This is an optimization exercise on Yosys and OpenROAD, whose aim is small area, not a production implementation. In this exercise RTL edits were held to simulation tests only and were not proved equivalent to the original.

## sht20_codec
module sht20_codec (
    input  wire        clk,
    input  wire        rst,
    input  wire        in_valid,
    input  wire [2:0]  op,
    input  wire [7:0]  a,
    input  wire [7:0]  b,
    output wire        out_valid,
    output wire        err,
    output wire [15:0] raw_masked,
    output wire [31:0] val0,
    output wire [31:0] val1,
    output wire [7:0]  ureg_out,
    output wire        otp_dis,
    output wire        htr_en,
    output wire        eob,
    output wire        res_valid,
    output wire [1:0]  res
);
    wire [1:0] cls = (op == 3'd0) ? 2'd0 :
                     (op == 3'd1) ? 2'd1 :
                     (op[2] & op[1]) ? 2'd3 : 2'd2;
    reg [7:0] u;
    always @(*) begin
        case (op)
            3'd3: u = (a & 8'h7E) | {b[1], 6'b000000, b[0]};
            3'd4: u = (a & 8'hFB) | {5'b00000, b[0], 2'b00};
            3'd5: u = (a & 8'hBF) | {1'b0, b[0], 6'b000000};
            default: u = a;
        endcase
    end
    wire [13:0] dat = op[2] | op[1] ? {6'd0, u} : {a, b[7:2]};
    reg        r1_valid;
    reg [1:0]  r1_cls;
    reg [13:0] r1_datn;      
    always @(posedge clk) begin
        r1_valid <= ~rst & in_valid;
        r1_cls   <= cls;
        r1_datn  <= ~dat;
    end
    wire [13:0] r1_dat = ~r1_datn;
    wire [29:0] c_v;
    sht20_cconv u_c (.n(r1_dat), .rh(r1_cls[0]), .v(c_v));
    reg        r2_valid;
    reg [1:0]  r2_cls;
    reg [13:0] r2_datn;      
    reg [29:0] r2_vn;
    always @(posedge clk) begin
        r2_valid <= ~rst & r1_valid;
        r2_cls   <= r1_cls;
        r2_datn  <= r1_datn;
        r2_vn    <= ~c_v;
    end
    assign out_valid = r2_valid;
    wire [31:0] f_v;
    wire [13:0] r2_dat = ~r2_datn;
    wire [29:0] r2_v = ~r2_vn;
    sht20_fconv u_f (.c(r2_v), .f(f_v));
    wire is_t = (r2_cls == 2'd0);
    wire is_m = ~r2_cls[1];
  ...
clock: 60.0 ns
lec_check: 0
abc_area: 1
cap_margin: 20
core_margin: 2
core_utilization: 40
cts_buf_list: sky130_fd_sc_hd__clkbuf_8
cts_cluster_diameter: 60
cts_cluster_size: 16
slew_margin: 20
standard.sh (not shown) runs the stock make flow with config.mk's settings and CLKGATE_MAP_FILE= SYNTH_SCRIPT=/design/flow/synth_recipe.tcl, a recipe that flattens the netlist after the stock synthesis.
==> flow/flow/run.sh <==
#!/bin/bash
# The standard layout (standard.sh), with these changes:
#  - yosys maps its carry-lookahead cells ($lcu) to ripple carries
#    (flow/lcu_ripple.v) instead of ORFS's Kogge-Stone map, so adders are small;
#  - the cells listed in flow/dont_use.txt are added to the platform's
#    don't-use list (half-adder cells and large drive strengths), for the
#    whole flow; the registers and everything else are as standard;
#  - the input and output port buffers are the smallest buffer cell.
# All tool output goes to standard.log in this folder.
set -o pipefail
export SYNTH_OPERATIONS_ARGS="-extra-map $PWD/flow/lcu_ripple.v"
export BUFFER_PORTS_ARGS="-buffer_cell sky130_fd_sc_hd__buf_1"
{
  echo "include $PWD/config.mk"
  echo "export DONT_USE_CELLS += $(cat flow/dont_use.txt)"
} > flow_config.mk
sed "s#DESIGN_CONFIG=[^ ]*#DESIGN_CONFIG=$PWD/flow_config.mk#g" standard.sh > flow_standard.sh
bash flow_standard.sh > standard.log 2>&1
Other scripts of this flow, unchanged in this note and not shown: flow/flow/dont_use.txt, flow/flow/lcu_ripple.v
Next try:
==> flow/flow/run.sh (replaced) <==
#!/bin/bash
# The standard layout (standard.sh), with these changes:
#  - synthesis: yosys maps its carry-lookahead cells ($lcu) to ripple carries
#    (flow/lcu_ripple.v) instead of ORFS's Kogge-Stone map, and abc maps the
#    logic with flow/abc_area.script (area-oriented mapping, repeated with
#    don't-care optimisation) instead of ORFS's abc_area.script.  Otherwise
#    synthesis is the standard flow's synth_recipe.tcl and ORFS's synth.tcl unchanged
#    (fsm and share passes skipped, design flattened, nets renamed), so the
#    registers are the standard synthesis's;
#  - the cells listed in flow/dont_use.txt are added to the platform's
#    don't-use list (half-adder cells and large drive strengths), for the
#    whole flow;
#  - the input and output port buffers are the smallest buffer cell;
#  - clock tree synthesis with config.mk's clustering and buffer settings,
#    without dummy load cells on the clock tree's leaves.
# All tool output goes to standard.log in this folder.
set -o pipefail
W=$PWD
export SYNTH_OPERATIONS_ARGS="-extra-map $W/flow/lcu_ripple.v"
export BUFFER_PORTS_ARGS="-buffer_cell sky130_fd_sc_hd__buf_1"
export CTS_ARGS="-sink_clustering_enable -repair_clock_nets -sink_clustering_size 16 -sink_clustering_max_diameter 60 -buf_list sky130_fd_sc_hd__clkbuf_8 -dont_use_dummy_load"
{
  echo "include $W/config.mk"
  echo "export DONT_USE_CELLS += $(cat flow/dont_use.txt)"
} > flow_config.mk
sed "s#\$::env(SCRIPTS_DIR)/abc_area.script#$W/flow/abc_area.script#" \
    "$FLOW_HOME/scripts/synth_preamble.tcl" > flow_synth_preamble.tcl
sed "s#source \$::env(SCRIPTS_DIR)/synth_preamble.tcl#source $W/flow_synth_preamble.tcl#" \
    "$FLOW_HOME/scripts/synth.tcl" > flow_synth.tcl
sed "s#source \$::env(SCRIPTS_DIR)/synth.tcl#source $W/flow_synth.tcl#" \
    synth_recipe.tcl > flow_synth_recipe.tcl
sed -e "s#DESIGN_CONFIG=[^ ]*#DESIGN_CONFIG=$W/flow_config.mk#g" \
    -e "s#SYNTH_SCRIPT=[^ ]*#SYNTH_SCRIPT=$W/flow_synth_recipe.tcl#g" standard.sh > flow_standard.sh
grep -q "flow/abc_area.script" flow_synth_preamble.tcl || { echo "preamble edit failed"; exit 1; }
grep -q "flow_synth_preamble.tcl" flow_synth.tcl || { echo "synth edit failed"; exit 1; }
grep -q "flow_synth.tcl" flow_synth_recipe.tcl || { echo "synth_recipe edit failed"; exit 1; }
bash flow_standard.sh > standard.log 2>&1
==> flow/flow/abc_area.script (new file) <==
strash
dch
map -a
mfs2
strash
dch
map -a
mfs2
strash
dch
map -a
mfs2
strash
dch
map -a
topo
dnsize -c
Effect:
- The changed run completed without violations
- sequential cell count is unchanged
- wire length came out lower by 6.5%
- via count came out lower by 6.4%
- worst hold slack gains 47 ps
- setup slack degrades by 2900 ps
- core utilization increases by 1.0 points
- global-route usage goes up by 0.38 points
- cell area fell by 5.3%
- maximum frequency drops by 5.6%
Next try:
--- a/flow/flow/run.sh
+++ b/flow/flow/run.sh
@@ -11,7 +11,5 @@
 #    don't-use list (half-adder cells and large drive strengths), for the
 #    whole flow;
-#  - the input and output port buffers are the smallest buffer cell;
-#  - clock tree synthesis with config.mk's clustering and buffer settings,
-#    without dummy load cells on the clock tree's leaves.
+#  - the input and output port buffers are the smallest buffer cell.
 # All tool output goes to standard.log in this folder.
 set -o pipefail
@@ -19,5 +17,4 @@
 export SYNTH_OPERATIONS_ARGS="-extra-map $W/flow/lcu_ripple.v"
 export BUFFER_PORTS_ARGS="-buffer_cell sky130_fd_sc_hd__buf_1"
-export CTS_ARGS="-sink_clustering_enable -repair_clock_nets -sink_clustering_size 16 -sink_clustering_max_diameter 60 -buf_list sky130_fd_sc_hd__clkbuf_8 -dont_use_dummy_load"
 {
   echo "include $W/config.mk"
Outcome: The changed run produced a clean layout. Register-to-register slack improves by 40 ps. Design area climbs by 0.84%. Synthesized cell count does not change. Via count is higher by 0.57%. Non-clock buffer count is unchanged. Die area is unchanged. Count of clock-buffer cells in the layout stays the same.

---

== sierra ==
Another version of the RTL of sht20_codec (not shown whole).
Size in the first run: about 2400 cells after synthesis, about 64 flip-flops, about 0.017 mm2 of cells after synthesis.
export LEC_CHECK = 0
export ABC_AREA = 1
export CAP_MARGIN = 20
export CORE_MARGIN = 2
export CORE_UTILIZATION = 40
export CTS_BUF_LIST = sky130_fd_sc_hd__clkbuf_8
export CTS_CLUSTER_DIAMETER = 60
export CTS_CLUSTER_SIZE = 16
export SLEW_MARGIN = 20
create_clock -name core_clock -period 60.0 [get_ports {clk}]
==> flow/flow/run.sh <==
#!/bin/bash
# The standard layout (standard.sh), with two changes:
#  - yosys maps its carry-lookahead cells ($lcu) to ripple carries
#    (flow/lcu_ripple.v) instead of ORFS's default Kogge-Stone map, so the
#    adders are small; the registers and everything else are as standard;
#  - the input and output port buffers are the smallest buffer cell.
# All tool output goes to standard.log in this folder.
set -o pipefail
export SYNTH_OPERATIONS_ARGS="-extra-map $PWD/flow/lcu_ripple.v"
export BUFFER_PORTS_ARGS="-buffer_cell sky130_fd_sc_hd__buf_1"
bash standard.sh > standard.log 2>&1
==> flow/flow/lcu_ripple.v <==
// Ripple-carry lookahead unit: a drop-in for yosys's $lcu that keeps adders small.
(* techmap_celltype = "$lcu" *)
module _80_lcu_ripple (P, G, CI, CO);
	parameter WIDTH = 2;

	(* force_downto *)
	input [WIDTH-1:0] P, G;
	input CI;

	(* force_downto *)
	output [WIDTH-1:0] CO;

	wire [1023:0] _TECHMAP_DO_ = "proc; opt -fast";

	integer i;
	(* force_downto *)
	reg [WIDTH-1:0] co;

	always @* begin
		co[0] = G[0] | (P[0] & CI);
		for (i = 1; i < WIDTH; i = i + 1)
			co[i] = G[i] | (P[i] & co[i-1]);
	end

	assign CO = co;
endmodule
The inputs of harbor differ from those of sierra as listed below.
-- flow/flow/run.sh --
<<< sierra, line 2
# The standard layout (standard.sh), with two changes:
>>> harbor, line 2
# The standard layout (standard.sh), with these changes:
<<< sierra, line 4
#    (flow/lcu_ripple.v) instead of ORFS's default Kogge-Stone map, so the
#    adders are small; the registers and everything else are as standard;
>>> harbor, line 4
#    (flow/lcu_ripple.v) instead of ORFS's Kogge-Stone map, so adders are small;
#  - the cells listed in flow/dont_use.txt are added to the platform's
#    don't-use list (half-adder cells and large drive strengths), for the
#    whole flow; the registers and everything else are as standard;
<<< sierra, line 11
bash standard.sh > standard.log 2>&1
>>> harbor, line 13
{
  echo "include $PWD/config.mk"
  echo "export DONT_USE_CELLS += $(cat flow/dont_use.txt)"
} > flow_config.mk
sed "s#DESIGN_CONFIG=[^ ]*#DESIGN_CONFIG=$PWD/flow_config.mk#g" standard.sh > flow_standard.sh
bash flow_standard.sh > standard.log 2>&1
==> flow/flow/dont_use.txt (new file) <==
sky130_fd_sc_hd__ha_1 sky130_fd_sc_hd__ha_2 sky130_fd_sc_hd__ha_4
Notes after the runs:
- Per the comparison of harbor with sierra, buffering stage count on the worst path with inverters included dropped 1; first-pass GRT wire length barely changed.
- Looking at final critical-path required period across both flows, harbor is the stronger of the two, with sierra trailing.
- sierra was larger in final cell area than harbor.
- Compared to sierra, harbor has synthesized instance count 71 higher.
Edits applied to the flow inputs when going from harbor to lagoon:
Settings: removing CTS_BUF_LIST (formerly sky130_fd_sc_hd__clkbuf_8); changing CTS_CLUSTER_SIZE from 16 to 10; changing CTS_CLUSTER_DIAMETER from 60 to 40.
==> flow/flow/run.sh <==
#!/bin/bash
# The standard layout (standard.sh), with two changes:
#  - yosys maps its carry-lookahead cells ($lcu) to ripple carries
#    (flow/lcu_ripple.v) instead of ORFS's default Kogge-Stone map, so the
#    adders are small; the registers and everything else are as standard;
#  - the input and output port buffers are the smallest buffer cell.
# All tool output goes to standard.log in this folder.
set -o pipefail
export SYNTH_OPERATIONS_ARGS="-extra-map $PWD/flow/lcu_ripple.v"
export BUFFER_PORTS_ARGS="-buffer_cell sky130_fd_sc_hd__buf_1"
bash standard.sh > standard.log 2>&1
removed: flow/flow/dont_use.txt
[summary]
From harbor to lagoon the numbers moved as follows: wire length rose by 3.4%; critical path depth rose by 35; sum of buffers and inverters on the critical path rose by 1. Delta(met3 track demand over resource in global routing, lagoon - harbor) < 0. Going from harbor to lagoon, number of well taps increased by 14 relative to the old numbers, final-layout clock buffer total went up by 2, core area higher, count of non-filler cells in the finished layout fell 1.7%.

==> afterwards: timing with drivers on the ports <==
In the flow no input, the clock included, has a driving cell. The finished layouts below were timed again as built, in two steps. Step 1 sets driving cells, clkbuf_16 on the clock port and buf_2 on the other inputs (assumed; they add their load-dependent delay and slew). Step 2 also shifts input and output timing later by t, the mid clock arrival at the registers, as if the neighbouring blocks saw the same clock. a / b / c = no drivers / after step 1 / after step 2; a / b = the first two.
| run | t (ns) | setup WS [ns] | latest minus earliest clock arrival (ns) |
|---|---|---|---|
| the first run of note 1 | 0.416 | 11.736 / 11.688 / 12.104 | 0.025 / 0.024 |
| the second run of note 1 | 0.395 | 8.884 / 8.843 / 9.238 | 0.031 / 0.031 |
| the third run of note 1 | 0.409 | 8.871 / 8.827 / 9.236 | 0.018 / 0.018 |
| sierra | 0.393 | 4.660 / 4.625 / 5.017 | 0.021 / 0.021 |
| harbor | 0.399 | 12.983 / 12.940 / 13.340 | 0.021 / 0.021 |
| lagoon | 0.372 | 4.695 / 4.657 / 5.030 | 0.012 / 0.013 |
After both steps every run listed still meets setup and hold.
